What follows belongs to an exercise in optimizing a design on an open flow for small area, a short achievable clock period and few clock cycles per item; a production flow would make more cautious choices. Function was checked by simulation only, so behaviour that the tests miss may differ from the original.

--- config.mk ---
export PLATFORM = sky130hd
export DESIGN_NAME = gorilla_enc
export DESIGN_NICKNAME = gorilla_enc
export VERILOG_FILES = /design/flow/design.v
export SDC_FILE = /design/flow/constraint.sdc
export NUM_CORES = 4
export LEC_CHECK = 0
export CAP_MARGIN = 20
export CORE_MARGIN = 2
export CORE_UTILIZATION = 25
export SLEW_MARGIN = 20
--- constraint.sdc ---
create_clock -name core_clock -period 18.0 [get_ports {clk}]
set_input_delay 3.6000 -clock core_clock [delete_from_list [all_inputs] [get_ports {clk}]]
set_output_delay 3.6000 -clock core_clock [all_outputs]
set_load 0.01 [all_outputs]
--- design.v ---
module gorilla_enc (
    input  wire        clk,
    input  wire        rst,
    input  wire        in_valid,
    output wire        in_ready,
    input  wire [63:0] in_data,
    input  wire        in_first,
    input  wire        in_last,
    input  wire [1:0]  in_wc,
    output wire        out_valid,
    input  wire        out_ready,
    output wire [63:0] out_data,
    output wire        out_last,
    output wire [3:0]  out_nbytes
);
    reg  [1:0]  wc_in;       
    reg  [63:0] prev;        
    reg         s1_v;
    reg         s1_first;
    reg         s1_last;
    reg  [1:0]  s1_wc;
    reg  [63:0] s1_x;        
    reg         s1_nz;
    reg  [5:0]  s1_lz;       
    reg  [5:0]  s1_tz;       
    wire [1:0] cur_wc = in_first ? in_wc : wc_in;
    reg  [63:0] mask;
    always @* begin
        case (cur_wc)
            2'd0:    mask = 64'h00000000000000FF;
            2'd1:    mask = 64'h000000000000FFFF;
            2'd2:    mask = 64'h00000000FFFFFFFF;
            default: mask = 64'hFFFFFFFFFFFFFFFF;
        endcase
    end
    wire [63:0] cur = in_data & mask;
    wire [63:0] x   = cur ^ prev;
    function automatic [6:0] lzc64(input [63:0] v);
        reg [31:0] v1;  reg [31:0] c1;       
        reg [15:0] v2;  reg [31:0] c2;       
        reg [7:0]  v3;  reg [23:0] c3;       
        reg [3:0]  v4;  reg [15:0] c4;       
        reg [1:0]  v5;  reg [9:0]  c5;       
        integer j;
        begin
            for (j = 0; j < 32; j = j + 1) begin
                v1[j] = v[63-2*j] | v[62-2*j];
                c1[j] = ~v[63-2*j];
            end
            for (j = 0; j < 16; j = j + 1) begin
                v2[j] = v1[2*j] | v1[2*j+1];
                c2[2*j +: 2] = v1[2*j] ? {1'b0, c1[2*j]} : {1'b1, c1[2*j+1]};
            end
            for (j = 0; j < 8; j = j + 1) begin
                v3[j] = v2[2*j] | v2[2*j+1];
                c3[3*j +: 3] = v2[2*j] ? {1'b0, c2[4*j +: 2]} : {1'b1, c2[4*j+2 +: 2]};
            end
            for (j = 0; j < 4; j = j + 1) begin
                v4[j] = v3[2*j] | v3[2*j+1];
                c4[4*j +: 4] = v3[2*j] ? {1'b0, c3[6*j +: 3]} : {1'b1, c3[6*j+3 +: 3]};
            end
            for (j = 0; j < 2; j = j + 1) begin
                v5[j] = v4[2*j] | v4[2*j+1];
                c5[5*j +: 5] = v4[2*j] ? {1'b0, c4[8*j +: 4]} : {1'b1, c4[8*j+4 +: 4]};
            end
            lzc64 = {~(v5[0] | v5[1]), v5[0] ? {1'b0, c5[4:0]} : {1'b1, c5[9:5]}};
        end
    endfunction
    function automatic [63:0] rev64(input [63:0] v);
        integer j;
        begin
            for (j = 0; j < 64; j = j + 1)
                rev64[j] = v[63-j];
        end
    endfunction
    wire [6:0] x_lz = lzc64(x);
    wire [6:0] x_tz = lzc64(rev64(x));
    reg        w_v;          
    reg  [5:0] w_lz;         
    reg  [5:0] w_tz;         
    reg  [6:0] w_db;         
    reg        hdr_done;     
    reg  [63:0] ring0, ring1, ring2;    
    reg  [2:0]  m_last;      
    reg  [3:0]  m_nb0, m_nb1, m_nb2;    
    reg  [2:0]  sp;          
    reg  [5:0]  off;         
    reg  [2:0]  rp;          
    reg  [1:0]  npend;       
    wire [2:0] sp1 = {sp[1:0], sp[2]};      
    wire [2:0] sp2 = {sp[0], sp[2:1]};      
    wire room  = (npend[1] == 1'b0) || (npend == 2'd2 && off == 6'd0);
    wire can   = s1_v && room;
    wire reuse_c = s1_nz && w_v && (w_lz <= s1_lz) && (w_tz <= s1_tz);
    wire reuse   = hdr_done || reuse_c;             
    wire newwin  = !hdr_done && s1_nz && !reuse_c;
    wire [6:0] db_new = 7'd64 - {1'b0, s1_lz} - {1'b0, s1_tz};
    wire [4:0] h_new  = 5'd9 + {2'd0, s1_wc, 1'b0};
    reg  [4:0]  hl;
    reg  [6:0]  pl;
    reg  [15:0] hdr;         
    reg  [5:0]  plz;         
    always @* begin
        plz = reuse ? w_lz : s1_lz;
        if (hdr_done) begin
            hl = 5'd0; pl = w_db; hdr = 16'd0;
        end else if (!s1_nz) begin
            hl = 5'd1; pl = 7'd0; hdr = 16'd0;
        end else if (reuse_c) begin
            hl = 5'd2; pl = w_db; hdr = 16'h8000;
        end else begin
            hl = h_new; pl = db_new;
            case (s1_wc)
                2'd0:    hdr = {2'b11, s1_lz[2:0], db_new[3:0], 7'd0};
                2'd1:    hdr = {2'b11, s1_lz[3:0], db_new[4:0], 5'd0};
                2'd2:    hdr = {2'b11, s1_lz[4:0], db_new[5:0], 3'd0};
                default: hdr = {2'b11, s1_lz[5:0], db_new[6:0], 1'b0};
            endcase
        end
    end
    wire [7:0] full_len = {3'd0, hl} + {1'b0, pl};
    wire       is_long  = !s1_first && (full_len > 8'd64);
    wire [6:0] len      = s1_first ? 7'd0 : is_long ? {2'd0, hl} : full_len[6:0];
    wire       done     = can && !is_long;      
    wire       wr       = can && !s1_first && !rst;  
    wire       seal     = done && s1_last;
    wire [5:0]  rot_a = plz - off - {1'b0, hl};
    wire [63:0] xr    = rev64(s1_x);
    wire [63:0] hrev  = rev64({hdr, 48'd0});
    wire [15:0] hs    = hrev[15:0];
    wire [64*7-1:0] yr;
    wire [64*7-1:0] hr;
    assign yr[63:0] = xr;
    assign hr[63:0] = {48'd0, hs};
    genvar gb;
    generate
        for (gb = 0; gb < 6; gb = gb + 1) begin : g_rot
            wire [63:0] yi = yr[64*gb +: 64];
            wire [63:0] hi = hr[64*gb +: 64];
            assign yr[64*(gb+1) +: 64] = rot_a[gb] ? {yi[(1<<gb)-1:0], yi[63:(1<<gb)]} : yi;
            assign hr[64*(gb+1) +: 64] = off[gb] ? {hi[63-(1<<gb):0], hi[63:64-(1<<gb)]} : hi;
        end
    endgenerate
    wire [63:0] ywr = is_long ? 64'd0 : yr[64*6 +: 64];
    wire [63:0] v   = ywr | hr[64*6 +: 64];
    wire [63:0] at_or_after;
    genvar gk;
    generate
        for (gk = 0; gk < 64; gk = gk + 1) begin : g_th
            assign at_or_after[gk] = (gk >= off);
        end
    endgenerate
    wire [2:0] wsel_a = wr ? sp  : 3'd0;
    wire [2:0] wsel_b = wr ? sp1 : 3'd0;
    wire [63:0] w0 = v & ((at_or_after & {64{wsel_a[0]}}) | (~at_or_after & {64{wsel_b[0]}}));
    wire [63:0] w1 = v & ((at_or_after & {64{wsel_a[1]}}) | (~at_or_after & {64{wsel_b[1]}}));
    wire [63:0] w2 = v & ((at_or_after & {64{wsel_a[2]}}) | (~at_or_after & {64{wsel_b[2]}}));
    wire [6:0] endp = {1'b0, off} + len;           
    wire       wrap = endp[6];                    
    wire [3:0] nb_last = wrap ? ((endp[5:0] == 6'd0) ? 4'd8 : ({1'b0, endp[5:3]} + {3'd0, |endp[2:0]}))
                               : ({1'b0, endp[5:3]} + {3'd0, |endp[2:0]});
    wire       fin_in_next = wrap && (endp[5:0] != 6'd0);
    wire [63:0] seg_out = ({64{rp[0]}} & ring0) | ({64{rp[1]}} & ring1) | ({64{rp[2]}} & ring2);
    assign out_data   = rev64(seg_out);
    assign out_valid  = (npend != 2'd0);
    assign out_last   = |(rp & m_last);
    assign out_nbytes = !out_last ? 4'd8 :
                        (({4{rp[0]}} & m_nb0) | ({4{rp[1]}} & m_nb1) | ({4{rp[2]}} & m_nb2));
    wire take = out_valid && out_ready;
    wire [2:0] clr = rst ? 3'b111 : (take ? rp : 3'd0);
    assign in_ready = !s1_v || done;
    wire take_in = in_valid && in_ready;
    wire [1:0] ncomp = !done ? {1'b0, wrap && wr} :
                       s1_last ? (fin_in_next ? 2'd2 : 2'd1) :
                       {1'b0, wrap};
    always @(posedge clk) begin
        if (take_in) begin
            prev     <= cur;
            wc_in    <= cur_wc;
            s1_first <= in_first;
            s1_last  <= in_last;
            s1_wc    <= cur_wc;
            s1_x     <= x;
            s1_nz    <= ~x_lz[6];
            s1_lz    <= x_lz[5:0];
            s1_tz    <= x_tz[5:0];
        end
        if (rst)
            s1_v <= 1'b0;
        else if (take_in)
            s1_v <= 1'b1;
        else if (done)
            s1_v <= 1'b0;
        ring0 <= (clr[0] ? 64'd0 : ring0) | w0;
        ring1 <= (clr[1] ? 64'd0 : ring1) | w1;
        ring2 <= (clr[2] ? 64'd0 : ring2) | w2;
        if (rst) begin
            m_last   <= 3'd0;
            sp       <= 3'b001;
            rp       <= 3'b001;
            off      <= 6'd0;
            npend    <= 2'd0;
            w_v      <= 1'b0;
            hdr_done <= 1'b0;
        end else begin
            if (take) begin
                m_last <= m_last & ~rp;
                rp     <= {rp[1:0], rp[2]};
            end
            npend <= npend - {1'b0, take} + ncomp;
            if (can) begin
                if (s1_first)
                    w_v <= 1'b0;
                else if (newwin) begin
                    w_v  <= 1'b1;
                    w_lz <= s1_lz;
                    w_tz <= s1_tz;
                    w_db <= db_new;
                end
                hdr_done <= is_long;
                if (seal) begin
                    off <= 6'd0;
                    sp  <= fin_in_next ? sp2 : sp1;
                    if (fin_in_next) begin
                        if (sp1[0]) begin m_nb0 <= nb_last; end
                        if (sp1[1]) begin m_nb1 <= nb_last; end
                        if (sp1[2]) begin m_nb2 <= nb_last; end
                    end else begin
                        if (sp[0]) begin m_nb0 <= nb_last; end
                        if (sp[1]) begin m_nb1 <= nb_last; end
                        if (sp[2]) begin m_nb2 <= nb_last; end
                    end
                    m_last <= (m_last & ~(take ? rp : 3'd0)) | (fin_in_next ? sp1 : sp);
                end else begin
                    off <= endp[5:0];
                    if (wrap)
                        sp <= sp1;
                end
            end
        end
    end
endmodule
--- run.sh ---
#!/bin/bash
# synth_recipe.tcl (not shown) runs the flow's synth.tcl, then flattens the netlist and writes it again
# the make line also repeats each setting of config.mk as NAME=value (left out here)
make -C /OpenROAD-flow-scripts/flow DESIGN_CONFIG=/design/flow/config.mk WORK_HOME=/design/flow/orfs CLKGATE_MAP_FILE= SYNTH_SCRIPT=/design/flow/synth_recipe.tcl finish
==> impl_metrics.py <==
metrics = {
    "detailed_routing": {
        "wire_per_inst_um": 20.8,
        "wl_mm": 94.6,
        "drt-initial-drc-count": 3145,
        "drc": 0,
        "route.vias.total": 24500,
        "final_antenna_net_count": 0,
        "drtPass1Iterations": 7,
        "viasPerCell": 5.36,
    },
    "clock_network": {
        "cts_buffers": 44,
        "cts_tree": "yes",
        "clk_latency_ns": 0.60,
        "cts_hold_buf": 0,
        "cts_buffer_depth": 3,
        "h-tree-depth": 2,
        "post_cts_buffers": 0,
        "clkTransAtPathRegs_ns": 0.06,
        "clockRootBuffer": "clkbuf_16",
        "cts_resized": 0,
        "cts_sinks": 388,
    },
    "die": {
        "start_util": 0.252,
        "chipWidth_um": 333,
        "coreArea_mm2": 0.107,
        "io_pins": 143,
        "die_y_um": 333,
        "num_rows": 120,
        "die-area_mm2": 0.111,
    },
    "timing": {
        "hold_slack_ns": 0.445,
        "max_freq_mhz": 106,
        "rsz0062_at_grt": "false",
        "fin_crit_ns": 9.43,
        "relSlewSlack": 0.292,
        "worst_slew_pin_slew_ns": 1.06,
        "setup_viol": 0,
        "drv_slew": 0,
        "post-route-period-util": 0.524,
        "skew_ns": 0.0316,
        "finalSetupTns_ns": 0,
        "fin_ws_ns": 8.57,
        "hold_viol": 0,
    },
    "setup_path": {
        "r2r_setup_slack_ns": 9.46,
        "cpMaxStageDelayCell": "clkdlybuf4s50_1",
        "crit_required_ns": 14.40,
        "startpoint_type": "flip-flop",
        "cp.arrival_ns": 5.83,
        "cp.depth": 18,
        "cp_top_family": "compound AO/OA/AOI/OAI gates",
        "slowest_delay_ns": 0.65,
        "end_kind": "output pin",
        "crit_buf_inv": 4,
        "worstSetupPathType": "flip-flop to output pin",
        "reg2regPathDepth": 36,
        "path_max_fanout": 19,
        "crit_top_cell": "a21o_1",
        "crit_path_cell_trace": "inv_1, ha_1, a21o_1, a2111oi_4, a21o_1, a21oi_1, buf_4, inv_1, o21ai_0, ha_1, or3_1, o221a_2, a21o_1, a221o_1, o211ai_2, nand2_2, o21ai_1, clkdlybuf4s50_1",
    },
    "global_routing": {
        "grt_pass1_vias": 22500,
        "antenna_found_initial": 1,
        "grt_pass1_wl_mm": 143,
        "grt_util_all_layers": 0.165,
        "gr-total-overflow": 0,
        "grt_max_degree": 75,
    },
    "synthesis": {
        "ys_types": 90,
        "ys.flop_type": "dfxtp_1",
        "syn_inst": 3099,
        "ys_ff_latch": 388,
        "netlist_area_mm2": 0.0270,
        "yosys_warnings": 1,
        "synth-edff-count": 176,
        "async_flop_share": 0,
        "syn_nets": 3219,
        "seq_area_frac_synth": 0.353,
        "avgSynthCellArea_um2": 8.72,
    },
    "place": {
        "pre_cts_ws_ns": 9.22,
        "place_congestion": 0.971,
        "io_buffer_count": 142,
        "post-dp-hpwl_mm": 67.6,
    },
    "outcome": {
        "status": "no timing/DRC/antenna violations",
    },
    "hold_path": {
        "hp-class": "flip-flop to flip-flop",
        "holdPathStages": 2,
    },
    "final_layout": {
        "fillCellCount": 11400,
        "nets": 3244,
        "layout-drive-gt1-share": 0.0912,
        "antenna_cells": 0,
        "area_delta_synth_final_pct": 15.9,
    },
    "job": {
        "max_cap_violations": 0,
    },
}
==> cell families after synthesis <==
group           synth area share
simple gates               0.151
compound gates             0.232
buf+inv                   0.0565
flops                      0.353
mux                        0.147
xor+xnor                  0.0368
fa+ha+maj                 0.0239
==> flip-flops by register name, indices dropped and copies added (netlist names), 2 cells and up <==
signal and count:
m_last 3, m_nb0 4, m_nb1 4, m_nb2 4
npend 2, off 6, prev 64, ring0 64
ring1 64, ring2 64, rp 3, s1_lz 6
s1_tz 6, s1_wc 2, s1_x 64, sp 3
w_db 7, w_lz 6, w_tz 6
==> layout make-up <==
cell class / count / area (um2) / area share
well taps: 1403 / 1760 / 0.0561
clock buffers: 55 / 1190 / 0.0382
clock inverters: 24 / 251 / 0.00803
flip-flops and latches: 388 / 9530 / 0.304
inverters: 190 / 713 / 0.0228
multi-input cells: 2317 / 16100 / 0.515
repair buffers: 183 / 1730 / 0.0552
==> routing by layer <==
layer	up-vias	global-route usage	wire, um
li1	11500	-	-
met1	11800	0.238	42900
met2	1014	0.251	41800
met3	152	0.0265	7240
met4	2	0.0473	2700
met5	-	0	13
==> worst reg2reg max path, delay by kind of cell, from the launching register on <==
family | cells | cell delay (ns)
XOR/XNOR | 3 | 0.54
AO/OA/AOI/OAI | 14 | 3.07
adder cells (fa/ha/maj) | 6 | 1.57
buffers and inverters | 6 | 0.88
multiplexers | 1 | 0.36
AND/OR/NAND/NOR | 6 | 1.62
flip-flops | 1 | 0.37
==> metrics by stage <==
stage,cells,utilization,cell area [um2]
after floorplan,3099,-,27000
after global placement,4481,0.279,29900
after detailed placement,4481,0.279,29900
after CTS,4560,0.292,31300
after global routing,4560,0.292,31300
final,4560,0.292,31300
==> placed cells by master (no fill, tap or decap), types with 76 or more instances in the layout <==
master	n
mux2i_1	167
inv_1	183
clkdlybuf4s50_1	142
a22o_1	93
o21ai_1	93
nand2_1	416
edfxtp_1	176
nor2_1	295
mux4_2	83
a21oi_1	214
dfxtp_1	208
a222oi_1	76
o21ai_0	187
==> final timing paths <==
path | startpoint | to
worst min register to register | m_last[1]$_SDFF_PP0_ | m_last[1]$_SDFF_PP0_
worst min-delay path | m_last[1]$_SDFF_PP0_ | m_last[1]$_SDFF_PP0_
worst max-delay path | s1_tz[4]$_DFFE_PP_ | in_ready
worst max register to register | s1_tz[4]$_DFFE_PP_ | npend[1]$_SDFF_PP0_
==> synth_stat cells (all sizes together) (11+ instances only) <==
| library cell | number | area, um2 |
|---|---|---|
| nor4bb | 15 | 150 |
| clkbuf | 164 | 616 |
| and2 | 25 | 156 |
| a222oi | 76 | 761 |
| a211oi | 14 | 128 |
| xor2 | 37 | 332 |
| o21bai | 17 | 128 |
| nor4 | 13 | 81.3 |
| nor3 | 41 | 205 |
| dfxtp | 212 | 4240 |
| mux4 | 83 | 1870 |
| nor2b | 11 | 68.8 |
| and3 | 16 | 100 |
| a32oi | 11 | 96.3 |
| mux2i | 169 | 1690 |
| o21ai | 280 | 1400 |
| edfxtp | 176 | 5290 |
| a22o | 93 | 815 |
| nand3 | 51 | 255 |
| mux2 | 36 | 405 |
| o32ai | 31 | 309 |
| nand2 | 421 | 1590 |
| ha | 42 | 526 |
| nand2b | 15 | 93.8 |
| nor2 | 297 | 1130 |
| buf | 40 | 198 |
| a31oi | 36 | 225 |
| o32a | 13 | 130 |
| a22oi | 13 | 97.6 |
| o221ai | 18 | 158 |
| inv | 186 | 698 |
| xnor2 | 73 | 662 |
| a21o | 17 | 128 |
| a21oi | 218 | 1090 |
Testbench counts, summed over its fixed seeds: cycles 18,422, items 18,380.

==> separate check: timing with driven ports <==
No port has a modelled driver above. Below, the same layout with a new extraction and two added sets of constraints. Step 1 (the two cells are an assumption about what drives the block):
set clk [get_ports {clk}]
set_driving_cell -lib_cell sky130_fd_sc_hd__clkbuf_16 $clk
set_driving_cell -lib_cell sky130_fd_sc_hd__buf_2 [delete_from_list [all_inputs] $clk]
Step 2, shift: input delay + t, output delay - t, t = (earliest + latest rising clock arrival at the registers) / 2. This alone moves slack from input paths to output paths. Slacks: ideal / step 1 / step 2; pairs: ideal / step 1.
shift t [ns]: 0.641
setup slack, ns: 8.566 / 8.512 / 9.152
hold WS [ns]: 0.445 / 0.445 / 0.445
After both steps this run still meets setup and hold. For this run, drivers alone change the setup slack by -0.054 ns; drivers and shift together by +0.586 ns.
